What follows belongs to an exercise in optimizing a design on an open flow for small area, a short achievable clock period and few clock cycles per item; a production flow would make more cautious choices.
In this exercise RTL edits were held to simulation tests only and were not proved equivalent to the original.

// bitwriter_unit
module bitwriter_unit (
  input             clk,
  input             rst,
  input             cmd_valid,
  output            cmd_ready,
  input      [7:0]  cmd_op,
  input      [63:0] cmd_arg0,
  input      [31:0] cmd_arg1,
  output            m_valid,
  output     [7:0]  m_data,
  input             m_ready,
  input      [1:0]  m_resp,
  input      [63:0] m_pos,
  input      [63:0] m_len,
  input             m_seekable,
  output reg        m_close,
  output            l_valid,
  output     [7:0]  l_data,
  input             l_ready,
  input      [1:0]  l_resp,
  input      [63:0] l_pos,
  input      [63:0] l_len,
  input             l_seekable,
  output reg        l_close,
  output            rsp_valid,
  output     [3:0]  rsp_status,
  output     [63:0] rsp_res
);
==> flow/config.mk <==
export PLATFORM = sky130hd
export DESIGN_NAME = bitwriter_unit
export DESIGN_NICKNAME = bitwriter_unit
export VERILOG_FILES = /design/flow/design.v
export SDC_FILE = /design/flow/constraint.sdc
export NUM_CORES = 4
export LEC_CHECK = 0
export CAP_MARGIN = 20
export CORE_MARGIN = 2
export CORE_UTILIZATION = 40
export SETUP_SLACK_MARGIN = 2.5
export SLEW_MARGIN = 20
==> flow/constraint.sdc <==
create_clock -name core_clock -period 5.0 [get_ports {clk}]
set_input_delay 1.0000 -clock core_clock [delete_from_list [all_inputs] [get_ports {clk}]]
set_output_delay 1.0000 -clock core_clock [all_outputs]
set_load 0.01 [all_outputs]
standard.sh (not shown) runs the stock make flow with config.mk's settings and CLKGATE_MAP_FILE= SYNTH_SCRIPT=/design/flow/synth_recipe.tcl, a recipe that flattens the netlist after the stock synthesis.
==> flow/flow/run.sh <==
#!/bin/bash
# Standard ORFS layout, with the port buffers made from buf_1 cells instead of the
# default choice; the full make output goes to standard.log.
set -euo pipefail
export BUFFER_PORTS_ARGS="-buffer_cell sky130_fd_sc_hd__buf_1"
bash standard.sh > standard.log 2>&1
Testbench counts at the start, summed over its fixed seeds: cycles 7,958, items 4,000.
Edit:
==> flow/run.sh (new file) <==
#!/bin/bash
# synth_recipe.tcl (not shown) runs the flow's synth.tcl, then flattens the netlist and writes it again
# the make line also repeats each setting of config.mk as NAME=value (left out here)
make -C /OpenROAD-flow-scripts/flow DESIGN_CONFIG=/design/flow/config.mk WORK_HOME=/design/flow/orfs CLKGATE_MAP_FILE= SYNTH_SCRIPT=/design/flow/synth_recipe.tcl finish
- SETUP_SLACK_MARGIN: 2.5 -> unset
removed: flow/flow/run.sh
removed: flow/standard.sh
Result: The new run completed with no timing, DRC or antenna violations; worst setup slack is worse by 560 ps; routed wire length decreases by about a fifth; critical path depth does not change; worst hold slack degrades by 7.3 ps; global-route usage goes down by 3.7 points; die area stays the same; synthesized cell count does not change.

---

Starting RTL as in the previous note.
==> flow/design.v (excerpt) <==
module bitwriter_unit (
  input             clk,
  input             rst,
  input             cmd_valid,
  output            cmd_ready,
  input      [7:0]  cmd_op,
  input      [63:0] cmd_arg0,
  input      [31:0] cmd_arg1,
  output            m_valid,
  output     [7:0]  m_data,
  input             m_ready,
  input      [1:0]  m_resp,
  input      [63:0] m_pos,
  input      [63:0] m_len,
  input             m_seekable,
  output reg        m_close,
  output            l_valid,
  output     [7:0]  l_data,
  input             l_ready,
  input      [1:0]  l_resp,
  input      [63:0] l_pos,
  input      [63:0] l_len,
  input             l_seekable,
  output reg        l_close,
  output            rsp_valid,
  output     [3:0]  rsp_status,
  output     [63:0] rsp_res
);
export LEC_CHECK = 0
export CAP_MARGIN = 20
export CORE_MARGIN = 2
export CORE_UTILIZATION = 40
export SLEW_MARGIN = 20
create_clock -name core_clock -period 5.0 [get_ports {clk}]
==> flow/flow/run.sh <==
#!/bin/bash
# Standard ORFS layout, with the port buffers made from buf_1 cells instead of the
# default choice; the full make output goes to standard.log.
set -euo pipefail
export BUFFER_PORTS_ARGS="-buffer_cell sky130_fd_sc_hd__buf_1"
bash standard.sh > standard.log 2>&1
Testbench counts at the start, summed over its fixed seeds: cycles 7,958, items 4,000.
Next try:
SETUP_SLACK_MARGIN = 1.5   (was not set)
Worst setup slack gains 0.30 ns.
Sequential cell count stays the same.
Die area stays the same.

---

## old
bitwriter_unit, a different RTL version from the one above (not shown whole).
Settings: LEC_CHECK=0, CAP_MARGIN=20, CORE_MARGIN=2, CORE_UTILIZATION=40, PLACE_DENSITY=0.75, SETUP_SLACK_MARGIN=1.5, SLEW_MARGIN=20; clock period 5.0 ns.
==> flow/flow/run.sh <==
#!/bin/bash
# Standard ORFS synthesis, then the combinational logic re-mapped for area by
# flow/remap.tcl (registers untouched), then the standard layout with the
# port buffers made from buf_1 cells. Each tool's output goes to its own log.
set -euo pipefail
export BUFFER_PORTS_ARGS="-buffer_cell sky130_fd_sc_hd__buf_1"
R=$PWD/orfs/results/$FLOW_PLATFORM/bitwriter_unit/base
bash standard.sh $R/1_2_yosys.v > standard_synth.log 2>&1
cp $R/1_2_yosys.v std_synth.v
LIB=$FLOW_HOME/platforms/$FLOW_PLATFORM/lib/sky130_fd_sc_hd__tt_025C_1v80.lib \
IN=$PWD/std_synth.v OUT=$R/1_2_yosys.v yosys -c flow/remap.tcl > remap.log 2>&1
bash standard.sh > standard.log 2>&1
Other scripts of this flow, unchanged in this note and not shown: flow/flow/area.abc, flow/flow/remap.tcl
old: done, clean on timing, DRC and antenna
Testbench counts of old, summed over its fixed seeds: cycles 7,958, items 4,000.
Changes in new relative to old:
# old
export LEC_CHECK = 0
export CAP_MARGIN = 20
export CORE_MARGIN = 2
export CORE_UTILIZATION = 40
export PLACE_DENSITY = 0.75
export SETUP_SLACK_MARGIN = 1.5
export SLEW_MARGIN = 20
create_clock -name core_clock -period 5.0 [get_ports {clk}]
# new
export LEC_CHECK = 0
export CAP_MARGIN = 20
export CORE_MARGIN = 2
export CORE_UTILIZATION = 40
export SETUP_SLACK_MARGIN = 1.5
export SLEW_MARGIN = 20
create_clock -name core_clock -period 5.0 [get_ports {clk}]
Findings:
Both conditions hold for new: the flow ran to the end and the final layout passed the timing, DRC and antenna checks.
Setup slack came out higher on new than on old.
Going from old to new, non-clock buffer instance count of the final layout shrank by 4, data arrival time at the worst-slack endpoint shrank by 110 ps, number of gates resized after cts grew by 42%.
On number of input and output port buffers inserted, new tracks old almost exactly.
Summary: with old as the reference, cell area in new moved down slightly.

-- afterwards: timing with drivers on the ports --
How much do the figures lean on ideal ports? The routed layouts below were timed once more, with nothing changed but the port constraints. Step 1, drivers: a clkbuf_16 drives clk and a buf_2 each remaining input, both assumed. Step 2, shift: input delay + t, output delay - t, t = (earliest + latest rising clock arrival at the registers) / 2. This alone moves slack from input paths to output paths. Slacks: ideal / step 1 / step 2; pairs: ideal / step 1.
| run | shift t [ns] | slack for setup (ns) | hold WS [ns] |
|---|---|---|---|
| the first run of note 1 | 0.484 | 0.637 / 0.584 / 0.616 | 0.538 / 0.538 / 0.538 |
| the second run of note 1 | 0.460 | 0.072 / -0.024 / -0.024 | 0.531 / 0.531 / 0.531 |
| the first run of note 2 | 0.466 | 0.237 / 0.191 / 0.339 | 0.512 / 0.512 / 0.512 |
| the second run of note 2 | 0.478 | 0.533 / 0.496 / 0.496 | 0.513 / 0.513 / 0.513 |
| old | 0.487 | 1.044 / 0.997 / 1.114 | 0.471 / 0.471 / 0.471 |
| new | 0.489 | 1.154 / 1.103 / 1.092 | 0.473 / 0.473 / 0.473 |
Met with ideal ports but missed after step 2: setup timing in the second run of note 1. The setup slack of the second run of note 1, which loses most, moves by -0.096 ns with the drivers and by -0.096 ns with both steps.
